Context: an optimization exercise on an open-source flow, tuned for small area, a short achievable clock period and few clock cycles per item. The choices shown serve that exercise and are no tape-out recipe.
RTL that was checked went through simulation tests only; none was proved equivalent to the original.
Function not checked in runs 6 and 7: the RTL went through the layout flow alone.
Power figures rest on the tool's default switching activity, not on a simulated workload.

==> design/flow/design.v <==
module tcmp_crc16_byte (
    input  wire [15:0] crc_in,
    input  wire [7:0]  data,
    output reg  [15:0] crc_out
);
    integer i;
    reg [15:0] c;
    always @(*) begin
        c = crc_in ^ {8'h00, data};
        for (i = 0; i < 8; i = i + 1) begin
            if (c[0])
                c = (c >> 1) ^ 16'h8408;
            else
                c = c >> 1;
        end
        crc_out = c;
    end
endmodule
module tcmp_rx (
    input  wire        clk,
    input  wire        rst,
    input  wire        in_valid,
    input  wire [7:0]  in_byte,
    output wire        in_ready,
    output reg         ud_valid,
    output reg  [7:0]  ud_byte,
    output reg         ev_valid,
    output reg  [1:0]  ev_kind,
    output wire [15:0] ev_family,
    output wire [7:0]  ev_code,
    output wire [15:0] ev_paylen
);
    localparam [7:0] FLAG = 8'h7E;
    localparam [7:0] ESC  = 8'h7D;
    localparam [1:0] EV_MSG  = 2'd1;
    localparam [1:0] EV_HDLC = 2'd2;
    localparam [1:0] EV_TCMP = 2'd3;
    reg        esc;        
    reg        bad;        
    reg        body;       
    reg [15:0] cnt;        
    reg        lcs_ok;     
    reg [15:0] plen;       
    reg        short;      
    reg        lo_borrow;  
    reg [15:0] family;     
    reg [7:0]  code;
    reg [7:0]  last2;      
    reg [15:0] crc;        
    assign in_ready  = 1'b1;
    assign ev_family = family;
    assign ev_code   = code;
    assign ev_paylen = plen;
    reg       in_v;
    reg [7:0] in_b;
    reg       is_flag, is_esc, esc_ok;
    always @(posedge clk) begin
        in_v    <= in_valid && !rst;
        in_b    <= in_byte;
        is_flag <= (in_byte == FLAG);
        is_esc  <= (in_byte == ESC);
        esc_ok  <= (in_byte == 8'h5D) || (in_byte == 8'h5E);
    end
    wire [7:0] unesc_val = {in_b[7:6], in_b[5] ^ esc, in_b[4:0]};
    wire produce = in_v && !is_flag && !bad &&
                   (esc ? esc_ok : !is_esc);
    wire [15:0] crc_next;
    tcmp_crc16_byte u_crc (.crc_in(crc), .data(last2), .crc_out(crc_next));
    reg [15:0] cnt_inc;
    integer i;
    always @(*) begin
        for (i = 0; i < 16; i = i + 1)
            cnt_inc[i] = cnt[i] ^ &(cnt | ~((16'd1 << i) - 16'd1));
    end
    wire [2:0]  hpos    = cnt[2:0];    
    wire [7:0]  lcs_s  = plen[15:8] ^ plen[7:0] ^ family[15:8];
    wire [7:0]  lcs_c  = (plen[15:8] & plen[7:0]) | (plen[15:8] & family[15:8]) |
                         (plen[7:0] & family[15:8]);
    wire [7:0]  lcs_y  = {lcs_c[6:0], 1'b0};
    wire        lcs_zero = ((lcs_s ^ lcs_y) == {lcs_s[6:0] | lcs_y[6:0], 1'b0});
    wire [8:0]  plen_lo_m5 = {1'b0, plen[7:0]} - 9'd5;
    wire [8:0]  plen_hi_m1 = {1'b0, plen[15:8]} - {8'd0, lo_borrow};
    wire        empty   = !body && (hpos == 3'd0);
    wire decode_ok = body && lcs_ok && !short && (cnt == plen) &&
                     (crc == {last2, ud_byte});
    always @(posedge clk) begin
        if (rst) begin
            esc      <= 1'b0;
            bad      <= 1'b0;
            body     <= 1'b0;
            cnt      <= 16'hFFF8;
            crc      <= 16'h6363;
            ud_valid <= 1'b0;
            ev_valid <= 1'b0;
        end else begin
            ud_valid <= produce;
            ev_valid <= 1'b0;
            if (in_v) begin
                if (is_flag) begin
                    ev_valid <= bad || esc || !empty;
                    ev_kind  <= (bad || esc) ? EV_HDLC :
                                decode_ok    ? EV_MSG  : EV_TCMP;
                    esc  <= 1'b0;
                    bad  <= 1'b0;
                    body <= 1'b0;
                    cnt  <= 16'hFFF8;
                    crc  <= 16'h6363;
                end else if (!bad) begin
                    if (esc) begin
                        esc <= 1'b0;
                        if (!esc_ok)
                            bad <= 1'b1;
                    end else if (is_esc) begin
                        esc <= 1'b1;
                    end
                end
            end
            if (produce) begin
                ud_byte <= unesc_val;
                last2   <= ud_byte;
                if (!(body && cnt == 16'hFFFF))
                    cnt <= cnt_inc;
                if (!body && hpos == 3'd7)
                    body <= 1'b1;
                if (!body) begin
                    case (hpos)
                        3'd0: plen[15:8]   <= unesc_val;
                        3'd1: plen[7:0]    <= unesc_val;
                        3'd2: family[15:8] <= unesc_val;
                        3'd3: begin
                            lcs_ok       <= lcs_zero;
                            plen[7:0]    <= plen_lo_m5[7:0];
                            lo_borrow    <= plen_lo_m5[8];
                            family[15:8] <= unesc_val;
                        end
                        3'd4: begin
                            plen[15:8]   <= plen_hi_m1[7:0];
                            short        <= plen_hi_m1[8];
                            family[7:0]  <= unesc_val;
                        end
                        3'd5: code         <= unesc_val;
                        default: ;
                    endcase
                end
                if (body || hpos >= 3'd2)
                    crc <= crc_next;
            end
        end
    end
endmodule
module tcmp_tx (
    input  wire        clk,
    input  wire        rst,
    input  wire        msg_valid,
    output reg         msg_ready,
    input  wire [15:0] msg_family,
    input  wire [7:0]  msg_code,
    input  wire [15:0] msg_paylen,
    input  wire        pl_valid,
    output reg         pl_ready,
    input  wire [7:0]  pl_byte,
    output reg         out_valid,
    input  wire        out_ready,
    output reg  [7:0]  out_byte
);
    localparam [7:0] FLAG = 8'h7E;
    localparam [7:0] ESC  = 8'h7D;
    localparam S_IDLE = 0,    
               S_LENH = 1,
               S_LENL = 2,
               S_LCS  = 3,
               S_FAMH = 4,
               S_FAML = 5,
               S_CODE = 6,
               S_PAY  = 7,
               S_CRCH = 8,
               S_CRCL = 9,
               S_EOF  = 10;
    reg [10:0] state;
    reg [15:0] remain;     
    reg        esc_pend;   
    reg        esc_bit;    
    reg [15:0] crc;
    reg        pay_last;   
    reg        skid_v;     
    reg [7:0]  skid;
    wire is_packet = !state[S_IDLE] && !state[S_EOF];
    wire [7:0] cur = ({8{state[S_LENH] | state[S_LCS]}} & remain[15:8]) |
                     ({8{state[S_LENL]}} & remain[7:0]) |
                     ({8{state[S_FAMH]}} & msg_family[15:8]) |
                     ({8{state[S_FAML]}} & msg_family[7:0]) |
                     ({8{state[S_CODE]}} & msg_code) |
                     ({8{state[S_PAY]}}  & pl_byte) |
                     ({8{state[S_CRCH]}} & crc[15:8]) |
                     ({8{state[S_CRCL]}} & crc[7:0]) |
                     ({8{!is_packet}}    & FLAG);
    wire cur_esc   = (cur[7:2] == 6'b011111) && (cur[1] ^ cur[0]);    
    wire have_byte = state[S_IDLE] ? msg_valid :
                     state[S_PAY]  ? pl_valid  : 1'b1;
    wire make      = !skid_v && (esc_pend || have_byte);
    wire advance   = !skid_v && !esc_pend && have_byte;
    wire [7:0] line_byte = esc_pend               ? {6'b010111, !esc_bit, esc_bit} :   
                           (is_packet && cur_esc) ? ESC : cur;
    wire out_free = !out_valid || out_ready;
    wire skid_v_n = out_free ? 1'b0 : (skid_v || make);
    wire pay_zero = (msg_paylen == 16'd0);
    wire [10:0] state_adv;
    assign state_adv[S_IDLE] = state[S_EOF];
    assign state_adv[S_LENH] = state[S_IDLE];
    assign state_adv[S_LENL] = state[S_LENH];
    assign state_adv[S_LCS]  = state[S_LENL];
    assign state_adv[S_FAMH] = state[S_LCS];
    assign state_adv[S_FAML] = state[S_FAMH];
    assign state_adv[S_CODE] = state[S_FAML];
    assign state_adv[S_PAY]  = (state[S_CODE] && !pay_zero) || (state[S_PAY] && !pay_last);
    assign state_adv[S_CRCH] = (state[S_CODE] && pay_zero) || (state[S_PAY] && pay_last);
    assign state_adv[S_CRCL] = state[S_CRCH];
    assign state_adv[S_EOF]  = state[S_CRCL];
    wire [10:0] state_n    = advance ? state_adv : state;
    wire        esc_pend_n = make ? (!esc_pend && is_packet && cur_esc) : esc_pend;
    reg [15:0] remain_dec;
    integer i;
    always @(*) begin
        for (i = 0; i < 16; i = i + 1)
            remain_dec[i] = remain[i] ^ ~|(remain & ((16'd1 << i) - 16'd1));
    end
    wire [15:0] crc_next;
    tcmp_crc16_byte u_crc (.crc_in(crc), .data(cur), .crc_out(crc_next));
    always @(posedge clk) begin
        if (rst) begin
            state     <= 11'd1 << S_IDLE;
            esc_pend  <= 1'b0;
            msg_ready <= 1'b0;
            pl_ready  <= 1'b0;
            skid_v    <= 1'b0;
            out_valid <= 1'b0;
        end else begin
            state     <= state_n;
            esc_pend  <= esc_pend_n;
            skid_v    <= skid_v_n;
            msg_ready <= state_n[S_CODE] && !esc_pend_n && !skid_v_n;
            pl_ready  <= state_n[S_PAY]  && !esc_pend_n && !skid_v_n;
            if (out_free) begin
                out_valid <= skid_v || make;
                out_byte  <= skid_v ? skid : line_byte;
            end
            if (!skid_v)
                skid <= line_byte;
            if (make && !esc_pend)
                esc_bit <= cur[0];
            if (advance) begin
                if (state[S_IDLE])
                    crc <= 16'h6363;
                else if (!state[S_CRCH] && !state[S_CRCL] && !state[S_EOF])
                    crc <= crc_next;
                if (state[S_IDLE])
                    remain <= msg_paylen + 16'd5;
                if (state[S_LENH])
                    remain[15:8] <= 8'h00 - (remain[15:8] + remain[7:0]);
                if (state[S_CODE]) begin
                    remain   <= msg_paylen;
                    pay_last <= (msg_paylen == 16'd1);
                end
                if (state[S_PAY]) begin
                    remain   <= remain_dec;
                    pay_last <= (remain == 16'd2);
                end
            end
        end
    end
endmodule
module tcmp_codec (
    input  wire        clk,
    input  wire        rst,
    input  wire        rx_valid,
    input  wire [7:0]  rx_byte,
    output wire        rx_ready,
    output wire        ud_valid,
    output wire [7:0]  ud_byte,
    output wire        ev_valid,
    output wire [1:0]  ev_kind,
    output wire [15:0] ev_family,
    output wire [7:0]  ev_code,
    output wire [15:0] ev_paylen,
    input  wire        msg_valid,
    output wire        msg_ready,
    input  wire [15:0] msg_family,
    input  wire [7:0]  msg_code,
    input  wire [15:0] msg_paylen,
    input  wire        pl_valid,
    output wire        pl_ready,
    input  wire [7:0]  pl_byte,
    output wire        tx_valid,
    input  wire        tx_ready,
    output wire [7:0]  tx_byte
);
    tcmp_rx u_rx (
        .clk(clk), .rst(rst),
        .in_valid(rx_valid), .in_byte(rx_byte), .in_ready(rx_ready),
        .ud_valid(ud_valid), .ud_byte(ud_byte),
        .ev_valid(ev_valid), .ev_kind(ev_kind), .ev_family(ev_family),
        .ev_code(ev_code), .ev_paylen(ev_paylen)
    );
    tcmp_tx u_tx (
        .clk(clk), .rst(rst),
        .msg_valid(msg_valid), .msg_ready(msg_ready),
        .msg_family(msg_family), .msg_code(msg_code), .msg_paylen(msg_paylen),
        .pl_valid(pl_valid), .pl_ready(pl_ready), .pl_byte(pl_byte),
        .out_valid(tx_valid), .out_ready(tx_ready), .out_byte(tx_byte)
    );
endmodule
==> design/flow/flow/run.sh <==
#!/bin/bash
# Standard layout, with plain buffers (not delay cells) on the ports.
export BUFFER_PORTS_ARGS="-buffer_cell sky130_fd_sc_hd__buf_1"
bash standard.sh > standard.log 2>&1
==> design/flow/standard.sh <==
#!/bin/bash
# synth_recipe.tcl (not shown) runs the flow's synth.tcl, then flattens the netlist and writes it again
# the make line also repeats each setting of config.mk as NAME=value (left out here)
make -C /OpenROAD-flow-scripts/flow DESIGN_CONFIG=/design/flow/config.mk WORK_HOME=/design/flow/orfs CLKGATE_MAP_FILE= SYNTH_SCRIPT=/design/flow/synth_recipe.tcl "${@:-finish}"
==> design/flow/config.mk <==
export PLATFORM = sky130hd
export DESIGN_NAME = tcmp_codec
export DESIGN_NICKNAME = tcmp_codec
export VERILOG_FILES = /design/flow/design.v
export SDC_FILE = /design/flow/constraint.sdc
export NUM_CORES = 4
export LEC_CHECK = 0
export CAP_MARGIN = 20
export CORE_MARGIN = 2
export CORE_UTILIZATION = 70
export CTS_BUF_LIST = sky130_fd_sc_hd__clkbuf_4 sky130_fd_sc_hd__clkbuf_8
export PLACE_DENSITY = 0.85
export SETUP_SLACK_MARGIN = 2.15
export SLEW_MARGIN = 20
==> design/flow/constraint.sdc <==
create_clock -name core_clock -period 4.5 [get_ports {clk}]
set_input_delay 0.9000 -clock core_clock [delete_from_list [all_inputs] [get_ports {clk}]]
set_output_delay 0.9000 -clock core_clock [all_outputs]
set_load 0.01 [all_outputs]
==> metrics.csv, run 1 <==
metric,value,unit
grt_max_degree,47,
crit_fanout,3,
rows,42,
cts_tree,done,
place_area,0.0101,mm^2
hold_viol_final,0,
syn_area,0.00955,mm^2
synth_edf_count,111,
clkLatencyLatePin,470,ps
worst_slew_pin_slew,895,ps
whs_path_depth,2,
yosysMostFrequentCell,edfxtp_1,
drt-total-wl,25.2,mm
grt_usage,0.344,
cp_num_buf_inv,2,
p_leak,3.95,nW
io_buffers,124,
cts_made_buffers,17,
syn_avg_cell_area,10.3,um^2
finalCritPeriodShare,0.535,
syn-num-nets,1034,
cts_buffer_depth,2,
clockRootBuffer,clkbuf_8,
synth_common_cells,"111 x edfxtp_1, 86 x nor2_1, 65 x dfxtp_1, 64 x a21oi_1, 62 x xnor2_1",
endpoint_kind,flop,
fin_skew,12.9,ps
place.gp.congestion,0.937,
final_area,0.0108,mm^2
layout-drive-gt1-share,0.113,
status,"complete, no violations",
antenna_found_initial,0,
finalCriticalPeriod,2410,ps
gr-max-usage-layer,met2,
grt_pass1_wl,38.4,mm
grt_setup_unrepaired,yes,
crit-reg2reg-launch,u_tx.remain[0],
drv_cap,0,
ys_ff_latch,176,
cp-startpoint,u_tx.remain[0],
hold_class,reg -> reg,
core,0.0133,mm^2
start_util,0.718,
r2r_slack,2090,ps
yosysTopAreaCellShare,0.349,
syn_inst,927,
grt_overflow,0,
ys.warnings.count,3,
viasPerCell,6.33,
first_iter_violations,1279,
max-slew-margin-rel,0.401,
max_stage_delay,440,ps
nets,1165,
synth.area.top_cells,"edfxtp_1 35%, dfxtp_1 14%, xnor2_1 5.7%",
die-width,121,um
n_antenna_cell,0,
yosysSeqAreaShare,0.485,
hold_ws,495,ps
cp.required,4720,ps
ios,126,
critPathTopFamily,adder cells,
drt_pass1_iterations,6,
cts.clk_slew.worst_paths,100,ps
die_h,121,um
synth_top_cell_by_area,edfxtp_1,
drc_errors,0,
maxSlewViolCount,0,
htree_levels,4,
cts_sinks,176,
grt_util_met1,0.489,
powerDensity,321,mW/mm^2
startpoint_type,flop,
ant_nets,0,
async_reset_ff_frac,0,
cp_slowest_cell,edfxtp_1,
synth_ff_type,edfxtp_1,
min_from,u_tx.state[3],
grtUsageMet2,0.519,
path_class,reg -> reg,
grt_pass1_vias,7389,
dieArea,0.0146,mm^2
avgRoutedWirePerCell,20.2,um
gr-usage-met3,0.0858,
finalSetupViolations,0,
max_freq,0.415,GHz
vias,7899,
crit_chain,inv_1 -> ha_1 -> ha_2 -> inv_2 -> fa_2 -> nor2b_2 -> o21ai_2 -> nand2_1 -> xor2_1 -> a221o_1 -> a2bb2oi_1,
ys_types,72,
cp.depth,11,
max-vdd-ir-drop,301,uV
ff2ff_path_depth,11,
syn_to_final_growth,13.5,%
arrival,2620,ps
n_fill_cell,832,
post-dp-hpwl,17.5,mm
setup_tns,0,ps
==> power by group <==
part           total [W]  switching (W)  leakage (nW)  internal, W
Combinational   0.000576       0.000319          2.22     0.000257
Sequential       0.00188      0.0000823          1.55      0.00180
Clock            0.00101       0.000583         0.176     0.000431
Total            0.00347       0.000984          3.95      0.00249
==> area by class of cell <==
type / count / area [um^2] / share of cell area
multi-input cells: 653 / 4690 / 0.433
repair buffers: 154 / 711 / 0.0656
clock buffers: 17 / 234 / 0.0216
well taps: 176 / 220 / 0.0203
flip-flops and latches: 176 / 4640 / 0.428
repair inverters: 1 / 5.00 / 0.000462
clock inverters: 15 / 120 / 0.0111
inverters: 55 / 210 / 0.0194
==> cells in the final DEF, fill, tap and decap left out, drive strengths merged, types with 17 or more instances in the layout <==
cell / count
nor2: 88
xor2: 46
inv: 54
buf: 152
o21ai: 28
edfxtp: 111
clkbuf: 19
nor2b: 19
nand4: 17
dfxtp: 65
a21oi: 64
nand2: 58
nor3: 32
xnor2: 66
ha: 37
==> metrics by stage <==
stage	setup slack [ps]	std cells	util	power, W
final	2090	1247	0.815	0.00347
after global routing	2020	1247	0.815	0.00359
after CTS	2000	1228	0.797	0.00343
after detailed placement	1560	1187	0.761	0.00244
after global placement	1670	1187	0.761	0.00242
after floorplan	2100	927	-	0.00228
==> kinds of logic after synthesis <==
kind of cell	synth area share
xor gates and xnor gates	0.111
other	0.000393
and+or+nand+nor	0.158
muxes	0.0143
AOI/OAI and AO/OA	0.124
DFF	0.485
buffers and inverters	0.0421
adders and majority gates	0.0653
==> final timing paths <==
kind,endpoint
setup / recovery,u_tx.remain[13]
hold / removal,u_tx.state[4]
setup reg to reg,u_tx.remain[13]
hold reg to reg,u_tx.state[4]
==> registers in the layout, indices dropped and copies added (netlist names), 8 cells and up <==
signal	count
u_rx.plen	16
u_tx.out_byte	8
u_rx.last2	8
u_rx.in_b	8
u_tx.crc	16
u_rx.crc	16
u_rx.family	16
u_rx.code	8
u_rx.ud_byte	8
u_rx.cnt	16
u_tx.remain	16
u_tx.skid	8
u_tx.state	11
==> worst reg2reg max path: stages (launching register included) <==
cell and delay (ps):
edfxtp_1 440, inv_1 150, ha_1 180, ha_2 190, inv_2 40, fa_2 350
nor2b_2 130, o21ai_2 80, nand2_1 80, xor2_1 60, a221o_1 320, a2bb2oi_1 130
==> timing repair <==
| item | in CTS | in global routing |
|---|---|---|
| gates resized for setup | 15 | 26 |
| setup buffers | 8 | 18 |
| hold endpoints to repair | 0 | 0 |
| hold buffers | 0 | 0 |
| setup endpoints to repair | 119 | 126 |
| pin swaps | 1 | 7 |
| gates cloned | 1 | 1 |
==> per-layer routing <==
layer / routed length (um) / up-vias
li1: - / 3585
met1: 10400 / 3738
met2: 11300 / 517
met3: 2870 / 59
met4: 613 / 0
met5: 0 / -
Testbench counts, summed over its fixed seeds: cycles 50,961, items 50,921.
==> inputs of run 2 (changes only) <==
--- a/design/flow/config.mk
+++ b/design/flow/config.mk
@@ -10,5 +10,5 @@
 export CORE_UTILIZATION = 70
 export CTS_BUF_LIST = sky130_fd_sc_hd__clkbuf_4 sky130_fd_sc_hd__clkbuf_8
 export PLACE_DENSITY = 0.85
-export SETUP_SLACK_MARGIN = 2.15
+export SETUP_SLACK_MARGIN = 1.85
 export SLEW_MARGIN = 20
==> metrics.csv, run 2 <==
metric,value,unit,change
yosysMostFrequentCell,edfxtp_1,,
synth_top_cell_by_area,edfxtp_1,,
syn_avg_cell_area,10.3,um^2,unchanged
powerDensity,326,mW/mm^2,+1.7%
r2r_slack,1820,ps,-270 ps
cp.required,4610,ps,-110 ps
p_leak,3.84,nW,-2.6%
dieArea,0.0146,mm^2,unchanged
nets,1146,,-1.6%
critPathTopFamily,simple AND/OR/NAND/NOR gates,,
crit_chain,nand2b_1 -> or4_1 -> or3_1 -> nor2_1,,
drc_errors,0,,unchanged
place.gp.congestion,0.878,,-6.3%
synth_compound_area_frac,0.124,,unchanged
die-width,121,um,unchanged
layout-drive-gt1-share,0.0684,,-0.0445
finalCritPeriodShare,0.595,,+0.0595
synth_mux_area_frac,0.0143,,unchanged
n_fill_cell,872,,+4.8%
ant_nets,0,,unchanged
dpl.cell_count,1188,,+0.084%
cts_sinks,176,,unchanged
cp_num_buf_inv,0,,-2
async_reset_ff_frac,0,,unchanged
first_iter_violations,995,,-22%
synth_ff_type,edfxtp_1,,
max_freq,0.374,GHz,-10%
min_from,u_tx.state[10],,
status,"complete, no violations",,
grt_pass1_vias,6776,,-8.3%
syn_to_final_growth,10.3,%,
post-dp-hpwl,16.2,mm,-7.5%
fin_skew,13.9,ps,+1.07 ps
die_h,121,um,unchanged
cts_tree,done,,
synth_edf_count,111,,unchanged
cts_hold_buf,0,,unchanged
ios,126,,unchanged
clockRootBuffer,clkbuf_8,,
synth_top_family_by_area,simple AND/OR/NAND/NOR gates,,
start_util,0.718,,unchanged
yosysSeqAreaShare,0.485,,unchanged
finalCriticalPeriod,2680,ps,+268 ps
drt-total-wl,22.1,mm,-12%
worst_slew_pin_slew,1050,ps,+156 ps
max_stage_delay,760,ps,+320 ps
hold_viol_final,0,,unchanged
endpoint_kind,flop,,
finish.utilization,0.792,,-0.0231
grt_usage,0.312,,-0.0316
syn_area,0.00955,mm^2,unchanged
cts.clk_slew.worst_paths,90,ps,about the same
mostFrequentLayoutCells,"123 x buf_1, 111 x edfxtp_1, 86 x nor2_1",,
grt_setup_unrepaired,yes,,
finalSetupViolations,0,,unchanged
yosysTopAreaCellShare,0.349,,unchanged
synth_xor_area_frac,0.111,,unchanged
grt_overflow,0,,unchanged
drv_cap,0,,unchanged
syn-num-nets,1034,,unchanged
clkLatencyLatePin,470,ps,about the same
rows,42,,unchanged
antenna_found_initial,0,,unchanged
cp.depth,4,,-7
hold_end,u_tx.state[10],,
hold_class,reg -> reg,,
core,0.0133,mm^2,unchanged
synth-simple-area-share,0.158,,unchanged
viasPerCell,6.14,,-3.1%
synth_common_cells,"111 x edfxtp_1, 86 x nor2_1, 65 x dfxtp_1, 64 x a21oi_1, 62 x xnor2_1",,
crit-reg2reg-launch,u_rx.is_flag,,
max-slew-margin-rel,0.299,,-0.102
ys_types,72,,unchanged
crit_fanout,9,,+6
syn_inst,927,,unchanged
io_buffers,124,,unchanged
startpoint_type,flop,,
arrival,2780,ps,+160 ps
htree_levels,4,,unchanged
r2r_end,u_rx.family[9],,
synthAdderAreaFrac,0.0653,,unchanged
synth.area.top_cells,"edfxtp_1 35%, dfxtp_1 14%, xnor2_1 5.7%",,
drt_pass1_iterations,6,,unchanged
max-vdd-ir-drop,272,uV,-9.4%
avgRoutedWirePerCell,18.0,um,-11%
ff2ff_path_depth,4,,-7
final_common_cell,buf_1,,
maxSlewViolCount,0,,unchanged
path_class,reg -> reg,,
ys.warnings.count,3,,unchanged
ys_ff_latch,176,,unchanged
n_antenna_cell,0,,unchanged
cts_buffer_depth,2,,unchanged
cts_made_buffers,17,,unchanged
fin_cells,1228,,-1.5%
whs_path_depth,2,,unchanged
cp_slowest_cell,or4_1,,
grt_pass1_wl,34.9,mm,-9.1%
setup_tns,0,ps,unchanged
grt_max_degree,47,,unchanged
vias,7536,,-4.6%
## run 2: cell families after synthesis
kind of cell | Yosys count
multiplexers | 13
flip-flops | 176
XOR/XNOR | 114
adder cells (fa/ha/maj) | 45
buffers and inverters | 99
AND/OR/NAND/NOR | 298
AO/OA/AOI/OAI | 181
other | 1
## run 2: worst reg2reg max path, stage by stage (launching register included)
cell	delay [ps]
dfxtp_1	330
nand2b_1	170
or4_1	760
or3_1	440
nor2_1	620
## run 2: area by class of cell
type | count | area (um^2) | area share
clock buffer | 20 | 269 | 0.0255
sequential | 176 | 4640 | 0.440
multi-input combinational | 652 | 4530 | 0.430
inverter | 55 | 206 | 0.0196
tap | 176 | 220 | 0.0209
clock inverter | 12 | 108 | 0.0102
timing repair buffer | 137 | 564 | 0.0536
## run 2: layer usage
layer,GRT usage,vias to the layer above,wire length (um)
met5,0,-,0
met4,0.0959,0,388
met3,0.0561,47,2370
met2,0.471,401,10000
met1,0.464,3538,9310
li1,-,3550,-
## run 2: how the worst max path moves through the flow
| stage | to | start |
|---|---|---|
| floorplan | u_tx.crc[0] | msg_valid |
| global placement | u_tx.remain[11] | msg_valid |
| detailed placement | u_tx.crc[15] | msg_valid |
| CTS | u_rx.family[9] | u_rx.is_flag |
| global route | u_rx.plen[2] | u_rx.is_flag |
| finish | u_rx.family[9] | u_rx.is_flag |
## run 2: what timing repair did
item	in CTS	in global routing
cloned	0	0
buffers inserted	2	6
gates resized for setup	4	5
endpoints found under the setup margin	53	46
endpoints found under the hold margin	0	0
pin swaps	0	3
## run 2: through the flow
stage          total power, W  instance area (um^2)  setup slack (ps)  hold slack [ps]
5_1_grt               0.00356                 10500              1740              524
4_1_cts               0.00342                 10500              1850              501
3_3_place_gp          0.00239                 10100              1530              478
6_report              0.00343                 10500              1820              498
3_5_place_dp          0.00241                 10100              1510              489
2_1_floorplan         0.00227                  9550              1940              458
## run 2: power breakdown
group          internal [W]  switching (W)
logic              0.000228       0.000281
clock network      0.000475       0.000567
registers           0.00180      0.0000806
total               0.00251       0.000929
==> inputs of run 3 (changes only) <==
--- a/design/flow/config.mk
+++ b/design/flow/config.mk
@@ -10,5 +10,5 @@
 export CORE_UTILIZATION = 70
 export CTS_BUF_LIST = sky130_fd_sc_hd__clkbuf_4 sky130_fd_sc_hd__clkbuf_8
 export PLACE_DENSITY = 0.85
-export SETUP_SLACK_MARGIN = 1.85
+export SETUP_SLACK_MARGIN = 2.0
 export SLEW_MARGIN = 20
==> metrics.csv, run 3 <==
metric,value,unit,change
status,"complete, no violations",,
synth_common_cells,"111 x edfxtp_1, 86 x nor2_1, 65 x dfxtp_1, 64 x a21oi_1, 62 x xnor2_1",,
vias,7596,,+0.80%
ys_types,72,,unchanged
max-slew-margin-rel,0.484,,+0.185
power,0.00342,W,-0.45%
grt_max_degree,47,,unchanged
start_util,0.718,,unchanged
p_leak,3.83,nW,-0.31%
post-dp-hpwl,16.5,mm,+1.9%
drt_pass1_iterations,5,,-1
grt_pass1_wl,36.0,mm,+3.2%
first_iter_violations,1054,,+5.9%
endpoint_kind,flop,,
viasPerCell,6.19,,+0.88%
max_stage_delay,580,ps,-180 ps
syn-num-nets,1034,,unchanged
io_buffers,124,,unchanged
setup_tns,0,ps,unchanged
powerDensity,324,mW/mm^2,-0.63%
cts.clk_slew.worst_paths,100,ps,about the same
finalCriticalPeriod,2460,ps,-217 ps
ff2ff_path_depth,4,,unchanged
final_common_cell,buf_1,,
yosysSeqAreaShare,0.485,,unchanged
layout-drive-gt1-share,0.0761,,+0.00768
hold_end,u_rx.cnt[9],,
clockRootBuffer,clkbuf_8,,
drv_cap,0,,unchanged
synth_edf_count,111,,unchanged
place_ws,1650,ps,+137 ps
postLayoutSetupSlackWorst,2040,ps,+217 ps
nets,1145,,-0.087%
cts_buffer_depth,2,,unchanged
maxSlewViolCount,0,,unchanged
yosysMostFrequentCell,edfxtp_1,,
cp.depth,4,,unchanged
critPathTopFamily,simple AND/OR/NAND/NOR gates,,
avgRoutedWirePerCell,18.7,um,+3.8%
htree_levels,4,,unchanged
core,0.0133,mm^2,unchanged
grt_setup_unrepaired,yes,,
crit_chain,or2_2 -> or3_1 -> nor2_1 -> o31a_1,,
finalCritPeriodShare,0.547,,-0.0482
syn_to_final_growth,10.5,%,
hold_class,reg -> reg,,
antenna_found_initial,0,,unchanged
r2r_end,u_tx.remain[1],,
grt_usage,0.322,,+0.00982
finish.utilization,0.794,,+0.00141
arrival,2590,ps,-190 ps
drt-total-wl,22.9,mm,+3.7%
min_from,u_rx.cnt[9],,
cts_hold_buf,0,,unchanged
fin_skew,15.9,ps,+1.93 ps
cts_sinks,176,,unchanged
cts_made_buffers,17,,unchanged
crit-reg2reg-launch,u_tx.skid_v,,
ys_ff_latch,176,,unchanged
r2r_slack,2040,ps,+220 ps
die_h,121,um,unchanged
async_reset_ff_frac,0,,unchanged
mostFrequentLayoutCells,"123 x buf_1, 111 x edfxtp_1, 84 x nor2_1",,
drc_errors,0,,unchanged
die-width,121,um,unchanged
dieArea,0.0146,mm^2,unchanged
syn_avg_cell_area,10.3,um^2,unchanged
cp_num_buf_inv,0,,unchanged
syn_area,0.00955,mm^2,unchanged
ys.warnings.count,3,,unchanged
clkLatencyLatePin,490,ps,+20 ps
yosysTopAreaCellShare,0.349,,unchanged
worst_slew_pin_slew,773,ps,-279 ps
cp.required,4630,ps,+20 ps
max_freq,0.406,GHz,+8.8%
grt_overflow,0,,unchanged
synth_ff_type,edfxtp_1,,
cp_slowest_cell,or3_1,,
grt_pass1_vias,7072,,+4.4%
hold_viol_final,0,,unchanged
path_class,reg -> reg,,
syn_inst,927,,unchanged
ios,126,,unchanged
place.gp.congestion,0.936,,+6.5%
startpoint_type,flop,,
finalSetupViolations,0,,unchanged
cts_tree,done,,
synth_top_cell_by_area,edfxtp_1,,
ant_nets,0,,unchanged
max-vdd-ir-drop,236,uV,-13%
rows,42,,unchanged
crit_fanout,12,,+3
n_antenna_cell,0,,unchanged
whs_path_depth,2,,unchanged
synth.area.top_cells,"edfxtp_1 35%, dfxtp_1 14%, xnor2_1 5.7%",,
==> run 3: cell type report <==
cell class,instances,area [um^2]
Multi-Input combinational cell,653,4570
Tap cell,176,220
Inverter,55,206
Sequential cell,176,4640
Clock buffer,19,255
Clock inverter,13,101
Timing Repair Buffer,135,553
Fill cell,832,2740
==> run 3: kinds of logic (layout without fill, tap and decap cells) <==
kind of cell,Yosys count,in the layout,share of synthesized area
AO/OA/AOI/OAI,181,181,0.124
XOR/XNOR,114,114,0.111
adder cells (fa/ha/maj),45,45,0.0653
buffers and inverters,99,222,0.0421
flip-flops,176,176,0.485
multiplexers,13,13,0.0143
other,1,1,0.000393
AND/OR/NAND/NOR,298,299,0.158
==> run 3: report_power, final <==
group | internal (W) | switching [W] | total (W)
Clock | 0.000412 | 0.000601 | 0.00101
Combinational | 0.000231 | 0.000292 | 0.000523
Sequential | 0.00180 | 0.0000803 | 0.00188
==> run 3: worst min-delay path, delay by kind of cell (launching register included) <==
kind	cells	cell delay [ps]
flops	1	350
buf+inv	1	60
compound gates	1	50
==> run 3: worst max path at each step <==
stage / end / slack [ps] / startpoint
after floorplan: u_tx.crc[2] / 2040 / msg_family[2]
after global placement: u_rx.cnt[3] / 1740 / rst
after detailed placement: u_rx.cnt[3] / 1650 / rst
after CTS: u_rx.family[0] / 1960 / u_rx.is_flag
after global routing: u_tx.remain[1] / 1900 / u_tx.skid_v
final: u_tx.remain[1] / 2040 / u_tx.skid_v
==> run 3: what timing repair did <==
action | in CTS | in global routing
cloned | 1 | 0
pin swaps | 1 | 1
endpoints found under the setup margin | 70 | 86
gates resized for setup | 6 | 13
buffers inserted | 3 | 4
==> run 3: routing by layer <==
metal,part of all wire,global-route usage,vias to the layer above
li1,-,-,3543
met5,0,0,-
met4,0.013,0.0836,0
met3,0.11,0.0925,36
met1,0.41,0.455,3612
met2,0.47,0.493,405
==> run 3: through the flow <==
stage                     cell area [um^2]  instances  hold WS [ps]
after floorplan                       9550        927           458
after global placement               10100       1187           463
after detailed placement             10100       1187           468
after CTS                            10500       1223           493
after global routing                 10600       1227           503
final                                10600       1227           502
==> inputs of run 4 (changes only) <==
--- a/design/flow/config.mk
+++ b/design/flow/config.mk
@@ -9,6 +9,7 @@
 export CORE_MARGIN = 2
 export CORE_UTILIZATION = 70
 export CTS_BUF_LIST = sky130_fd_sc_hd__clkbuf_4 sky130_fd_sc_hd__clkbuf_8
+export GPL_TIMING_DRIVEN = 1
 export PLACE_DENSITY = 0.85
-export SETUP_SLACK_MARGIN = 2.0
+export SETUP_SLACK_MARGIN = 2.1
 export SLEW_MARGIN = 20
==> metrics.csv, run 4 <==
metric,value,unit,change
max-slew-margin-rel,0.526,,+0.0414
avgRoutedWirePerCell,20.1,um,+7.4%
syn_avg_cell_area,10.3,um^2,unchanged
max-vdd-ir-drop,276,uV,+17%
finalCritPeriodShare,0.538,,-0.00836
powerDensity,335,mW/mm^2,+3.3%
drc_errors,0,,unchanged
place.gp.congestion,0.881,,-5.8%
antenna_found_initial,0,,unchanged
grt_pass1_vias,7204,,+1.9%
hold_class,reg -> reg,,
p_sw,0.000984,W,+1.0%
syn_area,0.00955,mm^2,unchanged
yosysSeqAreaShare,0.485,,unchanged
synth_edf_count,111,,unchanged
worst_slew_pin_slew,709,ps,-63.6 ps
cts_sinks,176,,unchanged
start_util,0.718,,unchanged
max_freq,0.413,GHz,+1.6%
viasPerCell,6.32,,+2.0%
drt_pass1_iterations,7,,+2
clockPowerShare,0.330,,+0.034
core,0.0133,mm^2,unchanged
setup_tns,0,ps,unchanged
final_common_cell,buf_1,,
syn-num-nets,1034,,unchanged
rows,42,,unchanged
crit_fanout,16,,+4
dieArea,0.0146,mm^2,unchanged
ant_nets,0,,unchanged
cts_tree,done,,
p_comb_frac,0.155,,+0.002
grt_setup_unrepaired,yes,,
arrival,2650,ps,+60 ps
cp_slowest_cell,a222oi_1,,
io_buffers,124,,unchanged
path_class,reg -> reg,,
max_stage_delay,500,ps,-80 ps
synth_ff_type,edfxtp_1,,
crit_chain,or2_1 -> a222oi_1 -> and4_4 -> xnor3_1 -> xnor2_1 -> nor2_1,,
n_antenna_cell,0,,unchanged
hold_viol_final,0,,unchanged
syn_to_final_growth,14.1,%,
post-dp-hpwl,16.6,mm,+0.61%
maxSlewViolCount,0,,unchanged
ios,126,,unchanged
ys_ff_latch,176,,unchanged
cts_hold_buf,0,,unchanged
seqPwrFrac,0.516,,-0.035
htree_levels,4,,unchanged
finalCriticalPeriod,2420,ps,-37.6 ps
drv_cap,0,,unchanged
grt_max_degree,46,,-2.1%
cts.clk_slew.worst_paths,100,ps,about the same
ys_types,72,,unchanged
grt_overflow,0,,unchanged
synth_top_cell_by_area,edfxtp_1,,
ys.warnings.count,3,,unchanged
yosysTopAreaCellShare,0.349,,unchanged
die_h,121,um,unchanged
p_int,0.00266,W,+9.0%
cp_num_buf_inv,0,,unchanged
synth.area.top_cells,"edfxtp_1 35%, dfxtp_1 14%, xnor2_1 5.7%",,
grt_pass1_wl,37.4,mm,+3.7%
finish.utilization,0.819,,+0.0259
first_iter_violations,785,,-26%
place_area,0.0101,mm^2,+0.39%
critPathTopFamily,simple AND/OR/NAND/NOR gates,,
p_leak,4.00,nW,+4.4%
cts_buffer_depth,2,,unchanged
die-width,121,um,unchanged
layout-drive-gt1-share,0.106,,+0.0300
vias,7897,,+4.0%
clockRootBuffer,clkbuf_8,,
drt-total-wl,25.1,mm,+9.4%
nets,1169,,+2.1%
async_reset_ff_frac,0,,unchanged
final_area,0.0109,mm^2,+3.3%
mostFrequentLayoutCells,"123 x buf_1, 111 x edfxtp_1, 83 x nor2_1",,
clkLatencyLatePin,470,ps,-20 ps
endpoint_kind,flop,,
synth_common_cells,"111 x edfxtp_1, 86 x nor2_1, 65 x dfxtp_1, 64 x a21oi_1, 62 x xnor2_1",,
status,"complete, no violations",,
fin_skew,17.0,ps,+1.13 ps
switching_share,0.270,,-0.0152
yosysMostFrequentCell,edfxtp_1,,
cts_made_buffers,17,,unchanged
syn_inst,927,,unchanged
finalSetupViolations,0,,unchanged
startpoint_type,flop,,
cp.required,4720,ps,+90 ps
grt_usage,0.334,,+0.0122
[run 4: logic make-up after synthesis]
| family | count (synthesis) | share of synthesized area |
|---|---|---|
| buffers and inverters | 99 | 0.0421 |
| AOI/OAI and AO/OA | 181 | 0.124 |
| xor gates and xnor gates | 114 | 0.111 |
| adders and majority gates | 45 | 0.0653 |
| muxes | 13 | 0.0143 |
| DFF | 176 | 0.485 |
| other | 1 | 0.000393 |
| and+or+nand+nor | 298 | 0.158 |
[run 4: layout make-up]
type | count | area, um^2
clock inverters | 14 | 199
clock buffers | 17 | 234
repair buffers | 159 | 746
fillers | 784 | 2400
well taps | 176 | 220
inverters | 55 | 206
flip-flops and latches | 176 | 4640
multi-input cells | 653 | 4650
[run 4: timing repair]
item	in CTS	in global routing
buffers inserted	8	22
pin swaps	5	6
cloned	0	1
setup endpoints to repair	102	104
gates resized for setup	15	15
[run 4: routing by layer]
metal | GRT usage | routed length (um)
met1 | 0.405 | 9560
met2 | 0.584 | 12700
met3 | 0.0627 | 1850
met4 | 0.145 | 994
met5 | 0 | 0
[run 4: power groups by stage]
| stage | Clock, W | Combinational, W | Sequential [W] |
|---|---|---|---|
| after floorplan | 0 | 0.000392 | 0.00189 |
| after global placement | 0 | 0.000488 | 0.00192 |
| after detailed placement | 0 | 0.000503 | 0.00192 |
| after CTS | 0.00121 | 0.000533 | 0.00188 |
| after global routing | 0.00126 | 0.000615 | 0.00189 |
| final | 0.00120 | 0.000564 | 0.00188 |
[run 4: worst paths after layout]
kind,from,to,cells after the start,slack [ps]
max reg2reg,u_tx.state[1],u_tx.crc[10],6,2080
max,u_tx.state[1],u_tx.crc[10],6,2080
min reg2reg,u_rx.cnt[13],u_rx.cnt[13],1,510
min,u_rx.cnt[13],u_rx.cnt[13],1,510
[run 4: per-stage QoR]
stage / total power [W] / hold slack [ps] / instances / worst slack, ps
6_report: 0.00365 / 513 / 1250 / 2080
5_1_grt: 0.00376 / 522 / 1250 / 1980
4_1_cts: 0.00362 / 509 / 1227 / 1850
3_5_place_dp: 0.00242 / 493 / 1188 / 1720
3_3_place_gp: 0.00240 / 482 / 1188 / 1810
2_1_floorplan: 0.00228 / 458 / 927 / 2100
==> inputs of run 5 (changes only) <==
--- a/design/flow/config.mk
+++ b/design/flow/config.mk
@@ -7,9 +7,8 @@
 export LEC_CHECK = 0
 export CAP_MARGIN = 20
 export CORE_MARGIN = 2
-export CORE_UTILIZATION = 70
+export CORE_UTILIZATION = 65
 export CTS_BUF_LIST = sky130_fd_sc_hd__clkbuf_4 sky130_fd_sc_hd__clkbuf_8
-export GPL_TIMING_DRIVEN = 1
-export PLACE_DENSITY = 0.85
+export PLACE_DENSITY = 0.8
 export SETUP_SLACK_MARGIN = 2.1
 export SLEW_MARGIN = 20
==> metrics.csv, run 5 <==
metric,value,unit,change
place.gp.congestion,0.944,,+7.1%
htree_levels,4,,unchanged
avgRoutedWirePerCell,19.2,um,-4.4%
cts.clk_slew.worst_paths,100,ps,about the same
grt_overflow,0,,unchanged
clockRootBuffer,clkbuf_8,,
finalCriticalPeriod,2370,ps,-48.4 ps
nets,1160,,-0.77%
drc_errors,0,,unchanged
grt_pass1_vias,7143,,-0.85%
final_common_cell,buf_1,,
grt_max_degree,46,,unchanged
crit_fanout,2,,-14
clockPowerShare,0.298,,-0.032
post-dp-hpwl,17.1,mm,+3.0%
cts_buffer_depth,2,,unchanged
r2r_end,u_tx.remain[13],,
hold_viol_final,0,,unchanged
worst_slew_pin_slew,731,ps,+22.2 ps
synth.area.top_cells,"edfxtp_1 35%, dfxtp_1 14%, xnor2_1 5.7%",,
cp.required,4720,ps,about the same
first_iter_violations,717,,-8.7%
grt_usage,0.303,,-0.0318
seqPwrFrac,0.542,,+0.026
dieArea,0.0157,mm^2,+7.4%
mostFrequentLayoutCells,"123 x buf_1, 111 x edfxtp_1, 83 x nor2_1",,
ant_nets,0,,unchanged
finalCritPeriodShare,0.528,,-0.0108
synth_ff_type,edfxtp_1,,
synth_mux_area_frac,0.0143,,unchanged
ios,126,,unchanged
cp-startpoint,u_tx.remain[9],,
power,0.00348,W,-4.7%
switching_share,0.292,,+0.0226
yosysSeqAreaShare,0.485,,unchanged
path_class,reg -> reg,,
max-vdd-ir-drop,213,uV,-23%
fin_cells,1250,,unchanged
cts_hold_buf,0,,unchanged
layout-drive-gt1-share,0.103,,-0.00296
startpoint_type,flop,,
antenna_found_initial,0,,unchanged
dpl.cell_count,1195,,+0.59%
fin_skew,12.2,ps,-4.79 ps
endpoint_kind,flop,,
async_reset_ff_frac,0,,unchanged
wl_met3,2.05,mm,+10%
synth_xor_area_frac,0.111,,unchanged
arrival,2590,ps,-60 ps
synth-simple-area-share,0.158,,unchanged
max_freq,0.421,GHz,+2.0%
synth_edf_count,111,,unchanged
dr.max_layer_used,met4,,
yosysMostFrequentCell,edfxtp_1,,
start_util,0.662,,-0.0562
finalSetupViolations,0,,unchanged
yosysTopAreaCellShare,0.349,,unchanged
max-slew-margin-rel,0.512,,-0.0138
p_sw,0.00102,W,+3.3%
die_h,125,um,+3.7%
syn_inst,927,,unchanged
wl_met2,11.0,mm,-13%
status,"complete, no violations",,
synthAdderAreaFrac,0.0653,,unchanged
syn_area,0.00955,mm^2,unchanged
whs_path_depth,0,,-1
synth_top_family_by_area,simple AND/OR/NAND/NOR gates,,
hold_class,reg -> reg,,
drt-total-wl,24.0,mm,-4.4%
synth_compound_area_frac,0.124,,unchanged
syn-num-nets,1034,,unchanged
syn_to_final_growth,13.1,%,
grt_pass1_wl,37.3,mm,-0.11%
setup_tns,0,ps,unchanged
min_from,u_rx.ud_byte[1],,
hold_end,u_rx.last2[1],,
ys_ff_latch,176,,unchanged
ys.warnings.count,3,,unchanged
synth_top_cell_by_area,edfxtp_1,,
ff2ff_path_depth,11,,+5
clkLatencyLatePin,480,ps,about the same
maxSlewViolCount,0,,unchanged
cts_tree,done,,
wl_met1,10.3,mm,+7.8%
synth_common_cells,"111 x edfxtp_1, 86 x nor2_1, 65 x dfxtp_1, 64 x a21oi_1, 62 x xnor2_1",,
drt_pass1_iterations,7,,unchanged
cts_made_buffers,17,,unchanged
vias,7669,,-2.9%
syn_avg_cell_area,10.3,um^2,unchanged
io_buffers,124,,unchanged
n_antenna_cell,0,,unchanged
die-width,125,um,+3.7%
viasPerCell,6.14,,-2.9%
powerDensity,322,mW/mm^2,-3.8%
rows,44,,+4.8%
p_int,0.00246,W,-7.7%
ys_types,72,,unchanged
cts_sinks,176,,unchanged
grt_setup_unrepaired,yes,,
core,0.0144,mm^2,+8.5%
drv_cap,0,,unchanged
crit-reg2reg-launch,u_tx.remain[9],,
p_comb_frac,0.160,,+0.005
r2r_slack,2130,ps,+50 ps
p_leak,3.93,nW,-1.6%
==> run 5: critical path, stage by stage (launching register included) <==
cell and delay [ps]:
edfxtp_1 410, ha_1 300, inv_1 60, ha_2 160, inv_1 50, fa_2 360
nor2b_2 130, o21ai_2 70, nand2_1 70, xor2_1 80, a221o_1 300, a2bb2oi_1 130
==> run 5: repair_timing <==
action                     in CTS  in global routing
setup buffers                   6                 16
cloned                          0                  1
setup endpoints to repair     114                108
gates resized for setup        14                 23
pin swaps                       4                  3
==> run 5: final cells by class <==
| class | count | area [um^2] |
|---|---|---|
| Sequential cell | 176 | 4640 |
| Tap cell | 184 | 230 |
| Inverter | 55 | 206 |
| Clock buffer | 17 | 234 |
| Multi-Input combinational cell | 653 | 4650 |
| Clock inverter | 15 | 143 |
| Fill cell | 1022 | 3630 |
| Timing Repair Buffer | 150 | 682 |
==> run 5: power by group through the flow <==
stage | Clock, W | Sequential (W) | Combinational (W)
global placement | 0 | 0.00192 | 0.000488
floorplan | 0 | 0.00189 | 0.000392
global route | 0.00111 | 0.00189 | 0.000607
finish | 0.00104 | 0.00188 | 0.000556
detailed placement | 0 | 0.00192 | 0.000505
CTS | 0.00105 | 0.00188 | 0.000524
==> run 5: worst max-delay path by stage <==
stage / to / slack (ps) / cells past startpoint
global placement: u_tx.remain[10] / 1780 / 7
global route: u_tx.remain[13] / 2010 / 11
floorplan: u_tx.crc[0] / 2100 / 5
CTS: u_rx.cnt[3] / 1810 / 6
detailed placement: u_tx.crc[11] / 1700 / 4
finish: u_tx.remain[13] / 2130 / 11
==> run 5: stage by stage <==
stage	instance area, um^2	hold slack (ps)	util	worst slack [ps]
after CTS	10600	496	0.734	1810
final	10800	500	0.748	2130
after global placement	10100	461	0.701	1780
after global routing	10800	507	0.748	2010
after floorplan	9590	458	-	2100
after detailed placement	10100	472	0.701	1700
==> run 5: logic make-up (layout without fill, tap and decap cells) <==
kind of cell | count (synthesis) | after routing
other | 1 | 1
AOI/OAI and AO/OA | 181 | 181
muxes | 13 | 13
xor gates and xnor gates | 114 | 114
adders and majority gates | 45 | 45
buffers and inverters | 99 | 237
and+or+nand+nor | 298 | 299
DFF | 176 | 176
==> run 5: metal layers <==
| metal | track usage | vias to the layer above |
|---|---|---|
| met3 | 0.0616 | 50 |
| met4 | 0.100 | 0 |
| li1 | - | 3573 |
| met2 | 0.464 | 369 |
| met5 | 0 | - |
| met1 | 0.435 | 3677 |
==> inputs of run 6 (changes only) <==
--- a/design/flow/design.v
+++ b/design/flow/design.v
@@ -218,12 +218,16 @@
     assign state_adv[S_EOF]  = state[S_CRCL];
     wire [10:0] state_n    = advance ? state_adv : state;
     wire        esc_pend_n = make ? (!esc_pend && is_packet && cur_esc) : esc_pend;
-    reg [15:0] remain_dec;
+    reg [7:0] lo_dec, hi_dec;
     integer i;
     always @(*) begin
-        for (i = 0; i < 16; i = i + 1)
-            remain_dec[i] = remain[i] ^ ~|(remain & ((16'd1 << i) - 16'd1));
+        for (i = 0; i < 8; i = i + 1) begin
+            lo_dec[i] = remain[i]   ^ ~|(remain[7:0]  & ((8'd1 << i) - 8'd1));
+            hi_dec[i] = remain[8+i] ^ ~|(remain[15:8] & ((8'd1 << i) - 8'd1));
+        end
     end
+    wire        lo_zero    = (remain[7:0] == 8'd0);
+    wire [15:0] remain_dec = {lo_zero ? hi_dec : remain[15:8], lo_dec};
     wire [15:0] crc_next;
     tcmp_crc16_byte u_crc (.crc_in(crc), .data(cur), .crc_out(crc_next));
     always @(posedge clk) begin
==> metrics.csv, run 6 <==
metric,value,unit,change
syn-num-nets,1041,,+0.68%
max-slew-margin-rel,0.543,,+0.0308
max_freq,0.408,GHz,-3.2%
clockRootBuffer,clkbuf_8,,
syn_inst,932,,+0.54%
ys_ff_latch,176,,unchanged
startpoint_type,flop,,
rows,44,,unchanged
syn_area,0.00966,mm^2,+1.2%
ys.warnings.count,3,,unchanged
start_util,0.665,,+0.00256
synth_top_cell_by_area,edfxtp_1,,
finalSetupViolations,0,,unchanged
cp-startpoint,u_tx.remain[9],,
r2r_slack,2050,ps,-80 ps
place.gp.congestion,0.886,,-6.1%
crit-reg2reg-launch,u_tx.remain[9],,
yosysSeqAreaShare,0.480,,-0.00553
cts_sinks,176,,unchanged
viasPerCell,5.94,,-3.2%
cts_made_buffers,17,,unchanged
ys_types,73,,+1.4%
n_antenna_cell,0,,unchanged
dieArea,0.0158,mm^2,+1.1%
r2r_end,u_tx.remain[10],,
synth_edf_count,111,,unchanged
syn_avg_cell_area,10.4,um^2,+0.61%
place_area,0.0102,mm^2,+1.1%
endpoint,u_tx.remain[10],,
drt_pass1_iterations,5,,-2
htree_levels,4,,unchanged
grt_setup_unrepaired,yes,,
die_h,126,um,+0.56%
post-dp-hpwl,16.6,mm,-3.3%
core,0.0145,mm^2,+0.76%
layout-drive-gt1-share,0.100,,-0.00300
crit_chain,ha_1 -> inv_1 -> ha_1 -> inv_1 -> fa_2 -> nor3_1 -> a2111oi_0 -> a21oi_1,,
avgRoutedWirePerCell,18.3,um,-4.7%
setup_tns,0,ps,unchanged
maxSlewViolCount,0,,unchanged
grt_pass1_wl,36.3,mm,-2.7%
p_leak,3.91,nW,-0.60%
drv_cap,0,,unchanged
cp_slowest_cell,a2111oi_0,,
drt-total-wl,22.9,mm,-4.5%
mostFrequentLayoutCells,"124 x buf_1, 111 x edfxtp_1, 86 x nor2_1",,
cts_buffer_depth,2,,unchanged
grt_max_degree,48,,+4.3%
seqCellArea,0.00464,mm^2,-0.13%
path_class,reg -> reg,,
synth_ff_type,edfxtp_1,,
cp.required,4690,ps,-30 ps
yosysTopAreaCellShare,0.345,,-0.00398
crit_fanout,3,,+1
max-vdd-ir-drop,219,uV,+2.5%
hold_class,reg -> reg,,
grt_overflow,0,,unchanged
fin_skew,14.7,ps,+2.45 ps
io_buffers,124,,unchanged
status,"complete, no violations",,
syn_to_final_growth,12.6,%,
async_reset_ff_frac,0,,unchanged
cts_hold_buf,0,,unchanged
multi_input_area,0.00471,mm^2,+1.3%
final_area,0.0109,mm^2,+0.71%
finalCriticalPeriod,2450,ps,+77.5 ps
yosysMostFrequentCell,edfxtp_1,,
synth_common_cells,"111 x edfxtp_1, 90 x nor2_1, 77 x xnor2_1, 65 x dfxtp_1, 59 x a21oi_1",,
grt_pass1_vias,6958,,-2.6%
ios,126,,unchanged
ff2ff_path_depth,8,,-3
first_iter_violations,798,,+11%
endpoint_kind,flop,,
drc_errors,0,,unchanged
max_stage_delay,530,ps,+120 ps
hold_viol_final,0,,unchanged
clkLatencyLatePin,470,ps,about the same
vias,7436,,-3.0%
die-width,126,um,+0.56%
finalCritPeriodShare,0.545,,+0.0172
ant_nets,0,,unchanged
arrival,2640,ps,+50 ps
powerDensity,326,mW/mm^2,+1.2%
n_fill_cell,1035,,+1.3%
synth.area.top_cells,"edfxtp_1 35%, dfxtp_1 13%, xnor2_1 7.0%",,
grt_usage,0.292,,-0.0112
cts.clk_slew.worst_paths,90,ps,about the same
worst_slew_pin_slew,686,ps,-45.4 ps
final_common_cell,buf_1,,
nets,1164,,+0.34%
antenna_found_initial,0,,unchanged
cts_tree,done,,
run 6: cell types whose count changed in the layout (fill, tap and decap cells not counted), sizes merged, moves of 5 or more:
cell    before  now
xor2        46   36
inv         62   53
o21ai       28   36
a211oi       2    8
a222oi       6    1
a22oi        9   18
o31ai        7    2
a21oi       64   59
nand2       58   45
xnor2       66   81
run 6: kinds of logic after synthesis:
group                      count (synthesis)  share of synthesized area
and+or+nand+nor                          300                      0.162
AOI/OAI and AO/OA                        176                      0.118
DFF                                      176                      0.480
xor gates and xnor gates                 119                      0.114
buffers and inverters                     98                     0.0415
adders and majority gates                 47                     0.0671
muxes                                     15                     0.0165
other                                      1                   0.000388
run 6: worst min-delay path by stage:
| stage | endpoint | from | depth (start not counted) | slack, ps |
|---|---|---|---|---|
| 3_5_place_dp | u_rx.last2[0] | u_rx.ud_byte[0] | 0 | 480 |
| 6_report | u_rx.last2[0] | u_rx.ud_byte[0] | 0 | 500 |
| 2_1_floorplan | u_tx.state[10] | u_tx.state[10] | 2 | 460 |
| 4_1_cts | u_rx.last2[0] | u_rx.ud_byte[0] | 0 | 500 |
| 5_1_grt | u_rx.in_b[3] | rx_byte[3] | 1 | 520 |
| 3_3_place_gp | u_tx.state[10] | u_tx.state[10] | 2 | 470 |
run 6: critical path: cells and delay by family, from the launching register on:
kind,cells,cell delay [ps]
fa+ha+maj,3,980
flops,1,450
buf+inv,2,120
compound gates,2,600
simple gates,1,40
run 6: routing by layer:
layer / GRT usage / routed length (um) / up-vias
met5: 0 / 0 / -
met4: 0.0769 / 286 / 0
met3: 0.0603 / 1880 / 27
met2: 0.440 / 10600 / 327
met1: 0.434 / 10100 / 3513
li1: - / - / 3569
run 6: repair_timing:
action	in CTS	in global routing
setup buffers	4	15
gates resized for setup	18	13
pin swaps	6	7
setup endpoints to repair	102	88
endpoints found under the hold margin	0	0
run 6: report_power, final:
| part | switching [W] | internal (W) | leakage [nW] |
|---|---|---|---|
| clock | 0.000573 | 0.000580 | 0.213 |
| combinational | 0.000293 | 0.000234 | 2.15 |
| sequential | 0.0000667 | 0.00180 | 1.55 |
run 6: stage by stage:
step / std cells / util / setup WS (ps) / total power [W] / hold slack (ps)
after detailed placement: 1201 / 0.703 / 1620 / 0.00239 / 481
after global placement: 1201 / 0.703 / 1710 / 0.00237 / 474
after floorplan: 932 / - / 2080 / 0.00225 / 458
after CTS: 1237 / 0.738 / 2110 / 0.00353 / 503
after global routing: 1252 / 0.748 / 1920 / 0.00368 / 518
final: 1252 / 0.748 / 2050 / 0.00354 / 504
run 6: layout make-up:
cell class,count,share of cell area
multi-input cells,658,0.434
flip-flops and latches,176,0.427
repair buffers,150,0.0615
well taps,184,0.0212
inverters,52,0.0184
clock buffers,21,0.0243
clock inverters,11,0.0143
==> inputs of run 7 (changes only) <==
--- a/design/flow/config.mk
+++ b/design/flow/config.mk
@@ -7,8 +7,8 @@
 export LEC_CHECK = 0
 export CAP_MARGIN = 20
 export CORE_MARGIN = 2
-export CORE_UTILIZATION = 65
+export CORE_UTILIZATION = 70
 export CTS_BUF_LIST = sky130_fd_sc_hd__clkbuf_4 sky130_fd_sc_hd__clkbuf_8
-export PLACE_DENSITY = 0.8
-export SETUP_SLACK_MARGIN = 2.1
+export PLACE_DENSITY = 0.85
+export SETUP_SLACK_MARGIN = 2.0
 export SLEW_MARGIN = 20
==> metrics.csv, run 7 <==
metric,value,unit,change
arrival,2650,ps,about the same
synth_ff_type,edfxtp_1,,
async_reset_ff_frac,0,,unchanged
synth_common_cells,"111 x edfxtp_1, 90 x nor2_1, 77 x xnor2_1, 65 x dfxtp_1, 59 x a21oi_1",,
p_sw,0.00101,W,+8.4%
place.gp.congestion,0.909,,+2.5%
avgRoutedWirePerCell,19.4,um,+6.2%
path_class,reg -> reg,,
final_area,0.0108,mm^2,-1.1%
place_area,0.0102,mm^2,-0.39%
syn-num-nets,1041,,unchanged
finish.utilization,0.805,,+0.0575
wl_met1,9.92,mm,-1.9%
crit_fanout,3,,unchanged
grt_max_degree,48,,unchanged
grt_usage,0.329,,+0.0376
crit_chain,ha_1 -> inv_1 -> ha_2 -> inv_1 -> fa_2 -> nor3_1 -> a2111oi_1 -> a21oi_1,,
clockPowerShare,0.329,,+0.004
mostFrequentLayoutCells,"124 x buf_1, 111 x edfxtp_1, 87 x nor2_1",,
synth_edf_count,111,,unchanged
htree_levels,4,,unchanged
cp.required,4720,ps,+30 ps
finalCritPeriodShare,0.540,,-0.00440
grt_pass1_wl,36.9,mm,+1.5%
worst_slew_pin_slew,835,ps,+149 ps
syn_inst,932,,unchanged
ys.warnings.count,3,,unchanged
cts_tree,done,,
status,"complete, no violations",,
syn_avg_cell_area,10.4,um^2,unchanged
dieArea,0.0148,mm^2,-6.9%
drt-total-wl,23.9,mm,+4.5%
vias,7651,,+2.9%
p_int,0.00254,W,-2.7%
max-slew-margin-rel,0.442,,-0.101
yosysMostFrequentCell,edfxtp_1,,
cts_sinks,176,,unchanged
yosysSeqAreaShare,0.480,,unchanged
hold_viol_final,0,,unchanged
core,0.0133,mm^2,-8.2%
viasPerCell,6.21,,+4.6%
seqPwrFrac,0.527,,about the same
grt_setup_unrepaired,yes,,
antenna_found_initial,1,,+1
post-dp-hpwl,17.0,mm,+2.5%
endpoint_kind,flop,,
syn_to_final_growth,11.3,%,
n_antenna_cell,0,,unchanged
cts_made_buffers,17,,unchanged
layout-drive-gt1-share,0.0843,,-0.0159
max-vdd-ir-drop,262,uV,+20%
max_stage_delay,520,ps,about the same
ys_types,73,,unchanged
switching_share,0.285,,+0.0213
synth_top_cell_by_area,edfxtp_1,,
grt_pass1_vias,7061,,+1.5%
cts_buffer_depth,2,,unchanged
n_fill_cell,864,,-17%
setup_tns,0,ps,unchanged
drt_pass1_iterations,5,,unchanged
maxSlewViolCount,0,,unchanged
fin_skew,10.3,ps,-4.41 ps
power,0.00355,W,+0.24%
rows,42,,-4.5%
finalCriticalPeriod,2430,ps,-19.8 ps
die_h,121,um,-3.5%
grt_overflow,0,,unchanged
synth.area.top_cells,"edfxtp_1 35%, dfxtp_1 13%, xnor2_1 7.0%",,
cp_num_buf_inv,2,,unchanged
die-width,121,um,-3.5%
wl_met2,11.3,mm,+6.6%
powerDensity,330,mW/mm^2,+1.4%
hold_class,reg -> reg,,
finalSetupViolations,0,,unchanged
startpoint_type,flop,,
dr.max_layer_used,met5,,
p_comb_frac,0.145,,-0.004
max_freq,0.411,GHz,+0.81%
wl_met3,2.19,mm,+17%
ios,126,,unchanged
final_common_cell,buf_1,,
yosysTopAreaCellShare,0.345,,unchanged
drc_errors,0,,unchanged
ys_ff_latch,176,,unchanged
clockRootBuffer,clkbuf_8,,
clkLatencyLatePin,490,ps,+20 ps
first_iter_violations,812,,+1.8%
nets,1152,,-1.0%
ant_nets,0,,unchanged
io_buffers,124,,unchanged
critPathTopFamily,adder cells,,
cts.clk_slew.worst_paths,100,ps,about the same
syn_area,0.00966,mm^2,unchanged
cp_slowest_cell,fa_2,,
p_leak,3.84,nW,-1.8%
cpMostUsedCell,inv_1,,
start_util,0.724,,+0.0591
drv_cap,0,,unchanged
==> run 7: cell count changes in the layout (fill, tap and decap cells not counted), sizes merged <==
cell | before | now
buf | 150 | 138
inv | 53 | 57
clkinvlp | 2 | 3
bufinv | 3 | 2
clkbuf | 21 | 17
==> run 7: cells by family after synthesis <==
family                   after synthesis  synth area share
adder cells (fa/ha/maj)               47            0.0671
buffers and inverters                 98            0.0415
AO/OA/AOI/OAI                        176             0.118
flip-flops                           176             0.480
AND/OR/NAND/NOR                      300             0.162
other                                  1          0.000388
multiplexers                          15            0.0165
XOR/XNOR                             119             0.114
==> run 7: final cells by class <==
| cell class | count | area, um^2 | area share |
|---|---|---|---|
| multi-input cells | 658 | 4680 | 0.435 |
| flip-flops and latches | 176 | 4640 | 0.432 |
| repair buffers | 138 | 574 | 0.0534 |
| clock buffers | 17 | 234 | 0.0218 |
| well taps | 176 | 220 | 0.0205 |
| inverters | 52 | 203 | 0.0189 |
| clock inverters | 15 | 198 | 0.0184 |
==> run 7: power groups by stage <==
| stage | logic (W) | registers, W | clock network (W) |
|---|---|---|---|
| finish | 0.000514 | 0.00187 | 0.00117 |
| global placement | 0.000463 | 0.00190 | 0 |
| global route | 0.000561 | 0.00188 | 0.00123 |
| CTS | 0.000499 | 0.00187 | 0.00117 |
| detailed placement | 0.000482 | 0.00191 | 0 |
| floorplan | 0.000368 | 0.00188 | 0 |
==> run 7: what timing repair did <==
action	4_1_cts	5_1_grt
gates resized for setup	16	13
endpoints found under the setup margin	109	88
setup buffers	3	5
pin swaps	0	9
hold buffers	0	0
==> run 7: metrics by stage <==
stage          cells  hold slack, ps  worst slack (ps)
3_3_place_gp    1192             482              1650
6_report        1232             497              2070
2_1_floorplan    932             458              2080
4_1_cts         1227             492              2000
5_1_grt         1232             515              1940
3_5_place_dp    1192             479              1590
==> run 7: final timing paths <==
path	from	endpoint	slack (ps)	cells past startpoint
worst max-delay path	u_tx.remain[9]	u_tx.remain[10]	2070	8
worst min-delay path	u_rx.is_esc	u_rx.esc	500	2
worst max register to register	u_tx.remain[9]	u_tx.remain[10]	2070	8
worst min register to register	u_rx.is_esc	u_rx.esc	500	2
==> run 7: routing by layer <==
layer  track usage  vias to the layer above
li1              -                     3552
met1         0.463                     3645
met2         0.516                      402
met3        0.0691                       50
met4         0.103                        2
met5             0                        -
==> run 7: worst min-delay path, stage by stage, from the launching register on <==
cell and delay (ps):
dfxtp_1 320, nand4b_1 80, a21oi_1 60

## re-timing with driven ports
The flow's constraints put no driver on any port. The routed layouts listed below were extracted and timed again, unchanged, in two steps. Step 1 (the two cells are an assumption about what drives the block):
set clk [get_ports {clk}]
set_driving_cell -lib_cell sky130_fd_sc_hd__clkbuf_16 $clk
set_driving_cell -lib_cell sky130_fd_sc_hd__buf_2 [delete_from_list [all_inputs] $clk]
Step 2 times the ports against the registers' clock, not the clock port: input delays grow and output delays shrink by t, the midpoint of the rising clock arrivals with the driver on. a / b / c = ideal ports / drivers / drivers and shift; a / b = the first two.
| run | t, ns | slack for setup (ns) | hold slack, ns |
|---|---|---|---|
| run 1 | 0.499 | 2.091 / 2.091 / 1.809 | 0.495 / 0.495 / 0.495 |
| run 2 | 0.500 | 1.823 / 1.823 / 1.631 | 0.498 / 0.498 / 0.498 |
| run 3 | 0.517 | 2.040 / 2.040 / 1.724 | 0.502 / 0.502 / 0.502 |
| run 4 | 0.495 | 2.077 / 2.077 / 1.806 | 0.513 / 0.513 / 0.513 |
| run 5 | 0.509 | 2.126 / 2.126 / 1.708 | 0.500 / 0.500 / 0.500 |
| run 6 | 0.500 | 2.048 / 2.048 / 1.700 | 0.504 / 0.504 / 0.504 |
| run 7 | 0.518 | 2.068 / 2.068 / 1.713 | 0.497 / 0.497 / 0.497 |
After both steps every run listed still meets setup and hold. For run 5, which loses most, drivers alone change the setup slack by 0.000 ns; drivers and shift together by -0.418 ns.
